Context: an optimization exercise on an open-source flow, tuned for small area, a short achievable clock period and few clock cycles. The choices shown serve that exercise and are no tape-out recipe.
Where RTL was checked, it was by simulation tests only, not by an equivalence proof against the original.
Power is estimated from default activity; no workload was simulated.

==> inputs of v17 <==
Design vm_core, start of the top module:
module vm_core (
    input  wire        clk,
    input  wire        rst,
    input  wire [15:0] code_len,
    input  wire [16:0] pool_len,
    output wire [15:0] imem_addr,
    input  wire [63:0] imem_data,
    output wire [15:0] cp_index,
    input  wire [1:0]  cp_kind,
    input  wire [63:0] cp_value,
    input  wire [15:0] cp_window,
    input  wire [15:0] cp_nret,
    output reg         emit_valid,
    output reg         emit_ret,
    output reg  [1:0]  emit_tag,
    output reg  [63:0] emit_data,
    output reg         halted,
    output reg  [2:0]  res_kind,
    output reg  [15:0] res_ip,
    output reg  [2:0]  res_depth
);
==> flow/config.mk <==
export PLATFORM = sky130hd
export DESIGN_NAME = vm_core
export DESIGN_NICKNAME = vm_core
export VERILOG_FILES = /design/flow/design.v
export SDC_FILE = /design/flow/constraint.sdc
export NUM_CORES = 8
export LEC_CHECK = 0
export CAP_MARGIN = 40
export CORE_MARGIN = 2
export CORE_UTILIZATION = 30
export PLACE_DENSITY = 0.45
export SLEW_MARGIN = 40
==> flow/constraint.sdc <==
create_clock -name core_clock -period 28.0 [get_ports {clk}]
set_input_delay 5.6000 -clock core_clock [delete_from_list [all_inputs] [get_ports {clk}]]
set_output_delay 5.6000 -clock core_clock [all_outputs]
set_load 0.01 [all_outputs]
standard.sh (not shown) runs the stock make flow with config.mk's settings and CLKGATE_MAP_FILE= SYNTH_SCRIPT=/design/flow/synth_recipe.tcl, a recipe that flattens the netlist after the stock synthesis.
==> flow/flow/run.sh <==
#!/bin/bash
set -euo pipefail
bash standard.sh synth > synth.log 2>&1
bash standard.sh SETUP_SLACK_MARGIN=21 \
    "CTS_ARGS=-sink_clustering_enable -repair_clock_nets -dont_use_dummy_load -buf_list {sky130_fd_sc_hd__clkbuf_4 sky130_fd_sc_hd__clkbuf_8}" \
    finish > layout.log 2>&1
==> inputs of v11, as changes to v17 <==
--- a/flow/design.v
+++ b/flow/design.v
@@ -83,15 +83,14 @@
     reg         dst;            
     reg  [11:0] dab, dba;       
     reg  [6:0]  lza, lzb;       
     reg         mlast;          
     reg         yb;             
     reg         dlowq;          
     reg  [5:0]  qd;             
-    reg  [1:0]  qsel;           
     reg  [63:0] res_q;          
     reg         res_v;
     wire is_int = !op[2];
     wire [63:0] abs_a, abs_b;
     wire        neg_s;
     vm_muldiv u_front (.op(op[1:0]), .a(a), .b(b), .abs_a(abs_a), .abs_b(abs_b), .neg(neg_s));
     wire        sx = a[63], sy = b[63];
@@ -147,16 +146,16 @@
     wire [63:0] big = xge ? A : B;
     wire [63:0] sml = xge ? B : A;
     wire [10:0] eb  = (big[62:52] == 11'd0) ? 11'd1 : big[62:52];
     wire [10:0] es  = (sml[62:52] == 11'd0) ? 11'd1 : sml[62:52];
     wire [55:0] mb  = {(big[62:52] != 11'd0), big[51:0], 3'b000};
     wire [55:0] ms  = {(sml[62:52] != 11'd0), sml[51:0], 3'b000};
     wire [11:0] dexp = xge ? dab : dba;
-    wire [55:0] dsig  = Q[54] ? {Q[54:0], dst} : {Q[53:0], dst, 1'b0};
-    wire [13:0] dexpv = Q[54] ? E : (E - 14'd1);
+    wire [55:0] dsig  = Q[56] ? {Q[56:2], Q[1] | Q[0] | dst} : {Q[55:1], Q[0] | dst};
+    wire [13:0] dexpv = Q[56] ? E : (E - 14'd1);
     wire        dovf  = !dexpv[13] && (dexpv >= 14'd2047);
     wire        dlow  = dexpv[13] || (dexpv == 14'd0);
     wire [13:0] dsh   = 14'd1 - dexpv;
     wire        fa2     = (state == F_A2);
     wire [55:0] shr_in  = fa2 ? ms : dsig;
     wire        shr_big = fa2 ? (dexp > 12'd55) : (dsh > 14'd55);
     wire [5:0]  shr_amt = fa2 ? dexp[5:0] : dsh[5:0];
@@ -180,50 +179,37 @@
             M_ITER: begin ax = A; ay = is_mul ? bterm : ~B; ac = is_mul ? bneg : 1'b1; end
             F_A3:   begin ax = {8'd0, A[55:0]}; ay = {8'd0, B[55:0]} ^ {64{esub}}; ac = esub; end
             D_F1:   begin ax = {7'd0, A[56:0]}; ay = {7'd0, B[56:0]}; ac = 1'b0; end
             default: begin ax = 64'd0; ay = neg ? ~vres : vres; ac = neg; end
         endcase
     end
     wire [64:0] sum = {1'b0, ax} + {1'b0, ay} + {64'd0, ac};
-    function [1:0] srt_sel;
-        input [56:0] s;
-        input [56:0] c;
-        reg   [3:0]  y;
-        begin
-            y = s[55:52] + c[55:52];
-            srt_sel = {!y[3], y[3] && (y != 4'b1111)};    
-        end
-    endfunction
-    function [57+57-1:0] srt_apply;
+    function [57+57+2-1:0] srt_step;
         input [56:0] s;
         input [56:0] c;
         input [53:0] d;
-        input        qp;
-        input        qn;
+        reg   [3:0]  y;
         reg   [56:0] s2, c2, yv;
+        reg   [56:0] ns, nc;
+        reg          qp, qn;
         begin
+            y  = s[55:52] + c[55:52];
+            qp = !y[3];                      
+            qn = y[3] && (y != 4'b1111);     
             s2 = {s[55:0], 1'b0};
             c2 = {c[55:0], 1'b0};
             yv = qp ? ~{3'b000, d} : (qn ? {3'b000, d} : 57'd0);
-            srt_apply = {s2 ^ c2 ^ yv,
-                         (((s2 & c2) | (s2 & yv) | (c2 & yv)) << 1) | {56'd0, qp}};
+            ns = s2 ^ c2 ^ yv;
+            nc = (((s2 & c2) | (s2 & yv) | (c2 & yv)) << 1) | {56'd0, qp};
+            srt_step = {ns, nc, qp, qn};
         end
     endfunction
-    wire [113:0] sa1 = srt_apply(A[56:0], B[56:0], D, qsel[1], qsel[0]);
-    wire [1:0]   q2  = srt_sel(sa1[113:57], sa1[56:0]);
-    wire [113:0] sa2 = srt_apply(sa1[113:57], sa1[56:0], D, q2[1], q2[0]);
-    wire [1:0]   q3  = srt_sel(sa2[113:57], sa2[56:0]);
-    wire [113:0] sa3 = srt_apply(sa2[113:57], sa2[56:0], D, q3[1], q3[0]);
-    wire [1:0]   q4  = srt_sel(sa3[113:57], sa3[56:0]);
-    wire [56:0]  w0_a = {4'd0, 1'b1, a[51:0]};
-    wire [56:0]  w0_A = {4'd0, 1'b1, A[51:0]};
-    wire [53:0]  d_b  = {1'b1, b[51:0], 1'b0};
-    wire [53:0]  d_B  = {1'b1, B[51:0], 1'b0};
-    wire [113:0] su_a = srt_apply(w0_a, 57'd0, d_b, 1'b1, 1'b0);
-    wire [113:0] su_A = srt_apply(w0_A, 57'd0, d_B, 1'b1, 1'b0);
+    wire [115:0] st1 = srt_step(A[56:0], B[56:0], D);
+    wire [115:0] st2 = srt_step(st1[115:59], st1[58:2], D);
+    wire [115:0] st3 = srt_step(st2[115:59], st2[58:2], D);
     wire [3:0]  qv = ({4{qd[5]}} & 4'd4) - ({4{qd[4]}} & 4'd4) +
                      ({4{qd[3]}} & 4'd2) - ({4{qd[2]}} & 4'd2) +
                      ({4{qd[1]}} & 4'd1) - ({4{qd[0]}} & 4'd1);
     wire [3:0]  qv1 = qv - 4'd1;
     wire [57:0] q_next  = {(qv[3] ? QM[54:0] : Q[54:0]), qv[2:0]};
     wire [57:0] qm_next = {((qv[3] || qv == 4'd0) ? QM[54:0] : Q[54:0]), qv1[2:0]};
     wire [56:0] W      = sum[56:0];
@@ -298,24 +284,23 @@
                         state <= F_SPEC;
                     end else if (ex == 11'd0 || ey == 11'd0) begin
                         A <= a;
                         B <= b;
                         E <= 14'd0;
                         state <= (ex == 11'd0) ? D_SUBA : D_SUBB;
                     end else begin
-                        A  <= {7'd0, su_a[113:57]};
-                        B  <= {7'd0, su_a[56:0]};
-                        D  <= d_b;
+                        A  <= {11'd0, 1'b1, a[51:0]};    
+                        B  <= 64'd0;
+                        D  <= {1'b1, b[51:0], 1'b0};
                         Q  <= 64'd0;
                         QM <= {58{1'b1}};
-                        qd <= 6'b000010;   
-                        qsel <= srt_sel(su_a[113:57], su_a[56:0]);
+                        qd <= 6'd0;
                         E  <= {3'd0, ex} - {3'd0, ey} + 14'd1023;
                         sg <= d_sign;
-                        cnt <= 7'd17;
+                        cnt <= 7'd18;
                         state <= D_IT;
                     end
                 end
                 M_PREP: begin
                     if (is_mul) begin
                         if (lza >= lzb) begin
                             Q <= A;
@@ -389,53 +374,51 @@
                 D_SUBB: begin
                     B[62:52] <= 11'd1;
                     B[51:0]  <= shl_out[51:0];
                     E <= E + {7'd0, lz1};
                     state <= D_SET;
                 end
                 D_SET: begin
-                    A  <= {7'd0, su_A[113:57]};
-                    B  <= {7'd0, su_A[56:0]};
-                    D  <= d_B;
+                    A  <= {11'd0, 1'b1, A[51:0]};
+                    B  <= 64'd0;
+                    D  <= {1'b1, B[51:0], 1'b0};
                     Q  <= 64'd0;
                     QM <= {58{1'b1}};
-                    qd <= 6'b000010;
-                    qsel <= srt_sel(su_A[113:57], su_A[56:0]);
+                    qd <= 6'd0;
                     E  <= E + {3'd0, A[62:52]} - {3'd0, B[62:52]} + 14'd1023;
                     sg <= A[63] ^ B[63];
-                    cnt <= 7'd17;
+                    cnt <= 7'd18;
                     state <= D_IT;
                 end
                 D_IT: begin
                     cnt <= cnt - 7'd1;
                     if (cnt == 7'd0) state <= D_F1;
                 end
                 D_F1: begin
                     Q[57:0] <= wneg ? qm_next : q_next;
-                    dlowq   <= (wneg ? qm_next[54] : q_next[54]) ? (E[13] || E == 14'd0)
+                    dlowq   <= (wneg ? qm_next[56] : q_next[56]) ? (E[13] || E == 14'd0)
                                                                : (E[13] || E == 14'd0 || E == 14'd1);
                     dst     <= wneg ? !wdzero : !wzero;
                     state   <= D_F2;
                 end
                 D_F2: begin
                     A[55:0] <= shr_out;
                     E[10:0] <= 11'd0;
                     rovf    <= 1'b0;
                     rzero   <= 1'b0;
                     state   <= dlowq ? F_RND : S_IDLE;
                 end
                 default: state <= S_IDLE;    
             endcase
             if (state == D_IT) begin
-                A[56:0] <= sa3[113:57];
-                B[56:0] <= sa3[56:0];
+                A[56:0] <= st3[115:59];
+                B[56:0] <= st3[58:2];
                 Q[57:0] <= q_next;
                 QM      <= qm_next;
-                qd      <= {qsel, q2, q3};
-                qsel    <= q4;
+                qd      <= {st1[1:0], st2[1:0], st3[1:0]};
             end
         end
     end
 endmodule
 module vm_core (
     input  wire        clk,
     input  wire        rst,
@@ -648,14 +631,15 @@
                             op == 8'h21 || op == 8'h50 || op == 8'h51);
     wire        au_pend = au_go || (au_busy && !au_wr);
     wire [15:0] au_pdst = au_go ? x_selW : au_dst;
     wire        r_rawP  = r_usesP && ((selP & au_pdst) != 16'd0);
     wire        r_rawQ  = r_usesQ && ((selQ & au_pdst) != 16'd0);
     wire        r_waw   = r_writes && ((selW & au_pdst) != 16'd0);
     wire        r_early = au_busy && au_soon && !au_go && !r_waw &&
+                          !(r_serial && (r_rawP || r_rawQ)) &&
                           !(op == 8'h50 || op == 8'h51) && !(is_jump && j_cond);
     wire        r_auhaz = au_pend && (r_serial || r_rawP || r_rawQ || r_waw) && !r_early;
     wire        r_haz   = (is_jump && j_cond && fwdP) || r_auhaz;
     wire xo_add = (x_op == 8'h10);
     wire xo_neg = (x_op == 8'h15);
     wire xo_flt = (x_op == 8'h31);
     wire [63:0] alu_x = xo_neg ? 64'd0 : (xo_flt ? {1'b0, x_a[62:0]} : x_a);
@@ -698,15 +682,15 @@
                         (x_op == 8'h14) ? 3'd2 : {2'b10, x_op[0]};
     wire        x_wr  = xrun && (x_op == 8'h02 || x_op == 8'h10 || x_op == 8'h11 ||
                                  x_op == 8'h15 || x_op == 8'h30 || x_op == 8'h31);
     wire        au_done, au_soon;
     wire        au_wr = au_busy && au_done && !x_wr;
     vm_fpu u_au (
         .clk(clk), .rst(rst), .start(au_go), .hold(x_wr), .op(au_op),
-        .a(x_a), .b(x_b), .soon(au_soon), .done(au_done), .result(au_result)
+        .a(xr_a), .b(xr_b), .soon(au_soon), .done(au_done), .result(au_result)
     );
     reg [2:0] x_fault;
     always @(*) begin
         x_fault = 3'd0;
         if (!legal_op(x_op)) begin
             x_fault = F_DECODE;
         end else begin
==> flow/flow/run.sh (replaced) <==
#!/bin/bash
set -euo pipefail
bash standard.sh synth > synth.log 2>&1
bash standard.sh SETUP_SLACK_MARGIN=21 \
    "CTS_ARGS=-sink_clustering_enable -repair_clock_nets -dont_use_dummy_load" \
    finish > layout.log 2>&1
==> flow/config.mk (replaced) <==
export PLATFORM = sky130hd
export DESIGN_NAME = vm_core
export DESIGN_NICKNAME = vm_core
export VERILOG_FILES = /design/flow/design.v
export SDC_FILE = /design/flow/constraint.sdc
export NUM_CORES = 8
export LEC_CHECK = 0
export CAP_MARGIN = 40
export CORE_MARGIN = 2
export CORE_UTILIZATION = 34
export PLACE_DENSITY = 0.5
export SLEW_MARGIN = 40
==> inputs of v1, as changes to v17 <==
--- a/flow/design.v
+++ b/flow/design.v
@@ -83,15 +83,14 @@
     reg         dst;            
     reg  [11:0] dab, dba;       
     reg  [6:0]  lza, lzb;       
     reg         mlast;          
     reg         yb;             
     reg         dlowq;          
     reg  [5:0]  qd;             
-    reg  [1:0]  qsel;           
     reg  [63:0] res_q;          
     reg         res_v;
     wire is_int = !op[2];
     wire [63:0] abs_a, abs_b;
     wire        neg_s;
     vm_muldiv u_front (.op(op[1:0]), .a(a), .b(b), .abs_a(abs_a), .abs_b(abs_b), .neg(neg_s));
     wire        sx = a[63], sy = b[63];
@@ -147,16 +146,16 @@
     wire [63:0] big = xge ? A : B;
     wire [63:0] sml = xge ? B : A;
     wire [10:0] eb  = (big[62:52] == 11'd0) ? 11'd1 : big[62:52];
     wire [10:0] es  = (sml[62:52] == 11'd0) ? 11'd1 : sml[62:52];
     wire [55:0] mb  = {(big[62:52] != 11'd0), big[51:0], 3'b000};
     wire [55:0] ms  = {(sml[62:52] != 11'd0), sml[51:0], 3'b000};
     wire [11:0] dexp = xge ? dab : dba;
-    wire [55:0] dsig  = Q[54] ? {Q[54:0], dst} : {Q[53:0], dst, 1'b0};
-    wire [13:0] dexpv = Q[54] ? E : (E - 14'd1);
+    wire [55:0] dsig  = Q[56] ? {Q[56:2], Q[1] | Q[0] | dst} : {Q[55:1], Q[0] | dst};
+    wire [13:0] dexpv = Q[56] ? E : (E - 14'd1);
     wire        dovf  = !dexpv[13] && (dexpv >= 14'd2047);
     wire        dlow  = dexpv[13] || (dexpv == 14'd0);
     wire [13:0] dsh   = 14'd1 - dexpv;
     wire        fa2     = (state == F_A2);
     wire [55:0] shr_in  = fa2 ? ms : dsig;
     wire        shr_big = fa2 ? (dexp > 12'd55) : (dsh > 14'd55);
     wire [5:0]  shr_amt = fa2 ? dexp[5:0] : dsh[5:0];
@@ -180,50 +179,37 @@
             M_ITER: begin ax = A; ay = is_mul ? bterm : ~B; ac = is_mul ? bneg : 1'b1; end
             F_A3:   begin ax = {8'd0, A[55:0]}; ay = {8'd0, B[55:0]} ^ {64{esub}}; ac = esub; end
             D_F1:   begin ax = {7'd0, A[56:0]}; ay = {7'd0, B[56:0]}; ac = 1'b0; end
             default: begin ax = 64'd0; ay = neg ? ~vres : vres; ac = neg; end
         endcase
     end
     wire [64:0] sum = {1'b0, ax} + {1'b0, ay} + {64'd0, ac};
-    function [1:0] srt_sel;
-        input [56:0] s;
-        input [56:0] c;
-        reg   [3:0]  y;
-        begin
-            y = s[55:52] + c[55:52];
-            srt_sel = {!y[3], y[3] && (y != 4'b1111)};    
-        end
-    endfunction
-    function [57+57-1:0] srt_apply;
+    function [57+57+2-1:0] srt_step;
         input [56:0] s;
         input [56:0] c;
         input [53:0] d;
-        input        qp;
-        input        qn;
+        reg   [3:0]  y;
         reg   [56:0] s2, c2, yv;
+        reg   [56:0] ns, nc;
+        reg          qp, qn;
         begin
+            y  = s[55:52] + c[55:52];
+            qp = !y[3];                      
+            qn = y[3] && (y != 4'b1111);     
             s2 = {s[55:0], 1'b0};
             c2 = {c[55:0], 1'b0};
             yv = qp ? ~{3'b000, d} : (qn ? {3'b000, d} : 57'd0);
-            srt_apply = {s2 ^ c2 ^ yv,
-                         (((s2 & c2) | (s2 & yv) | (c2 & yv)) << 1) | {56'd0, qp}};
+            ns = s2 ^ c2 ^ yv;
+            nc = (((s2 & c2) | (s2 & yv) | (c2 & yv)) << 1) | {56'd0, qp};
+            srt_step = {ns, nc, qp, qn};
         end
     endfunction
-    wire [113:0] sa1 = srt_apply(A[56:0], B[56:0], D, qsel[1], qsel[0]);
-    wire [1:0]   q2  = srt_sel(sa1[113:57], sa1[56:0]);
-    wire [113:0] sa2 = srt_apply(sa1[113:57], sa1[56:0], D, q2[1], q2[0]);
-    wire [1:0]   q3  = srt_sel(sa2[113:57], sa2[56:0]);
-    wire [113:0] sa3 = srt_apply(sa2[113:57], sa2[56:0], D, q3[1], q3[0]);
-    wire [1:0]   q4  = srt_sel(sa3[113:57], sa3[56:0]);
-    wire [56:0]  w0_a = {4'd0, 1'b1, a[51:0]};
-    wire [56:0]  w0_A = {4'd0, 1'b1, A[51:0]};
-    wire [53:0]  d_b  = {1'b1, b[51:0], 1'b0};
-    wire [53:0]  d_B  = {1'b1, B[51:0], 1'b0};
-    wire [113:0] su_a = srt_apply(w0_a, 57'd0, d_b, 1'b1, 1'b0);
-    wire [113:0] su_A = srt_apply(w0_A, 57'd0, d_B, 1'b1, 1'b0);
+    wire [115:0] st1 = srt_step(A[56:0], B[56:0], D);
+    wire [115:0] st2 = srt_step(st1[115:59], st1[58:2], D);
+    wire [115:0] st3 = srt_step(st2[115:59], st2[58:2], D);
     wire [3:0]  qv = ({4{qd[5]}} & 4'd4) - ({4{qd[4]}} & 4'd4) +
                      ({4{qd[3]}} & 4'd2) - ({4{qd[2]}} & 4'd2) +
                      ({4{qd[1]}} & 4'd1) - ({4{qd[0]}} & 4'd1);
     wire [3:0]  qv1 = qv - 4'd1;
     wire [57:0] q_next  = {(qv[3] ? QM[54:0] : Q[54:0]), qv[2:0]};
     wire [57:0] qm_next = {((qv[3] || qv == 4'd0) ? QM[54:0] : Q[54:0]), qv1[2:0]};
     wire [56:0] W      = sum[56:0];
@@ -298,24 +284,23 @@
                         state <= F_SPEC;
                     end else if (ex == 11'd0 || ey == 11'd0) begin
                         A <= a;
                         B <= b;
                         E <= 14'd0;
                         state <= (ex == 11'd0) ? D_SUBA : D_SUBB;
                     end else begin
-                        A  <= {7'd0, su_a[113:57]};
-                        B  <= {7'd0, su_a[56:0]};
-                        D  <= d_b;
+                        A  <= {11'd0, 1'b1, a[51:0]};    
+                        B  <= 64'd0;
+                        D  <= {1'b1, b[51:0], 1'b0};
                         Q  <= 64'd0;
                         QM <= {58{1'b1}};
-                        qd <= 6'b000010;   
-                        qsel <= srt_sel(su_a[113:57], su_a[56:0]);
+                        qd <= 6'd0;
                         E  <= {3'd0, ex} - {3'd0, ey} + 14'd1023;
                         sg <= d_sign;
-                        cnt <= 7'd17;
+                        cnt <= 7'd18;
                         state <= D_IT;
                     end
                 end
                 M_PREP: begin
                     if (is_mul) begin
                         if (lza >= lzb) begin
                             Q <= A;
@@ -389,53 +374,51 @@
                 D_SUBB: begin
                     B[62:52] <= 11'd1;
                     B[51:0]  <= shl_out[51:0];
                     E <= E + {7'd0, lz1};
                     state <= D_SET;
                 end
                 D_SET: begin
-                    A  <= {7'd0, su_A[113:57]};
-                    B  <= {7'd0, su_A[56:0]};
-                    D  <= d_B;
+                    A  <= {11'd0, 1'b1, A[51:0]};
+                    B  <= 64'd0;
+                    D  <= {1'b1, B[51:0], 1'b0};
                     Q  <= 64'd0;
                     QM <= {58{1'b1}};
-                    qd <= 6'b000010;
-                    qsel <= srt_sel(su_A[113:57], su_A[56:0]);
+                    qd <= 6'd0;
                     E  <= E + {3'd0, A[62:52]} - {3'd0, B[62:52]} + 14'd1023;
                     sg <= A[63] ^ B[63];
-                    cnt <= 7'd17;
+                    cnt <= 7'd18;
                     state <= D_IT;
                 end
                 D_IT: begin
                     cnt <= cnt - 7'd1;
                     if (cnt == 7'd0) state <= D_F1;
                 end
                 D_F1: begin
                     Q[57:0] <= wneg ? qm_next : q_next;
-                    dlowq   <= (wneg ? qm_next[54] : q_next[54]) ? (E[13] || E == 14'd0)
+                    dlowq   <= (wneg ? qm_next[56] : q_next[56]) ? (E[13] || E == 14'd0)
                                                                : (E[13] || E == 14'd0 || E == 14'd1);
                     dst     <= wneg ? !wdzero : !wzero;
                     state   <= D_F2;
                 end
                 D_F2: begin
                     A[55:0] <= shr_out;
                     E[10:0] <= 11'd0;
                     rovf    <= 1'b0;
                     rzero   <= 1'b0;
                     state   <= dlowq ? F_RND : S_IDLE;
                 end
                 default: state <= S_IDLE;    
             endcase
             if (state == D_IT) begin
-                A[56:0] <= sa3[113:57];
-                B[56:0] <= sa3[56:0];
+                A[56:0] <= st3[115:59];
+                B[56:0] <= st3[58:2];
                 Q[57:0] <= q_next;
                 QM      <= qm_next;
-                qd      <= {qsel, q2, q3};
-                qsel    <= q4;
+                qd      <= {st1[1:0], st2[1:0], st3[1:0]};
             end
         end
     end
 endmodule
 module vm_core (
     input  wire        clk,
     input  wire        rst,
==> flow/config.mk (replaced) <==
export PLATFORM = sky130hd
export DESIGN_NAME = vm_core
export DESIGN_NICKNAME = vm_core
export VERILOG_FILES = /design/flow/design.v
export SDC_FILE = /design/flow/constraint.sdc
export NUM_CORES = 8
export LEC_CHECK = 0
export CAP_MARGIN = 30
export CORE_MARGIN = 2
export CORE_UTILIZATION = 34
export PLACE_DENSITY = 0.5
export SLEW_MARGIN = 30
==> summary.md <==
| Metric | Value |
|---|---|
| Status | complete, no violations |
| Area growth from synthesis to layout | 20.44% |
| Register Area | 66070 um2 |
| Reg2reg start | xr_a[9]$_DFFE_PN_ |
| Combinational power share | 0.578 |
| DRT met1 WL | a little over 400000 um |
| Mapped cell area | 169400 um2 |
| R2R Setup Slk | 20510 ps |
(the above is from v11)
==> summary.md <==
| Metric | Value |
|---|---|
| Status | complete, no violations |
| Combinational power share | 0.504 |
| Area growth from synthesis to layout | 19.79% |
| Register Area | roughly 66000 um2 |
| R2R Setup Slk | 20590 ps |
| Mapped cell area | 171300 um2 |
| Reg2reg start | u_au.A[55]$_DFFE_PP_ |
(the above is from v1)
==> summary.md <==
| Metric | Value |
|---|---|
| Status | complete, no violations |
| Mapped cell area | ~170000 um2 |
| Register Area | 66130 um2 |
| Area growth from synthesis to layout | 21.88% |
| Combinational power share | 0.525 |
| R2R Setup Slk | around 20000 ps |
(the above is from v17)
Testbench counts of v11, summed over its fixed seeds: cycles 96,154.
Testbench counts of v1, summed over its fixed seeds: cycles 95,993.
The RTL of v17 was laid out without a check of its function.

[re-timing with driven ports]
How much do the figures lean on ideal ports? The routed layouts below were timed once more, with nothing changed but the port constraints. Step 1, drivers: a clkbuf_16 drives clk and a buf_2 each remaining input, both assumed. Step 2 moves the port delays by t, midway between the first and last clock arrival at a register: inputs arrive t later, outputs are due t later. That takes back most of the time a late clock gives input paths. Slacks: ideal ports / drivers / drivers and shift; pairs: ideal ports / drivers.
run | t (ns) | setup slack, ns | latest minus earliest clock arrival (ns) | worst register clock-pin slew, ns | pins driven straight from the clock port
v17 | 1.284 | 20.193 / 20.193 / 19.752 | 0.216 / 0.216 | 0.07 / 0.07 | 1
v11 | 1.093 | 20.506 / 20.506 / 19.961 | 0.148 / 0.148 | 0.07 / 0.07 | 1
v1 | 1.273 | 20.541 / 20.409 / 19.646 | 0.218 / 0.219 | 0.08 / 0.08 | 1
After both steps setup and hold are still met in every run listed. The setup slack of v1, which loses most, moves by -0.132 ns with the drivers and by -0.895 ns with both steps.
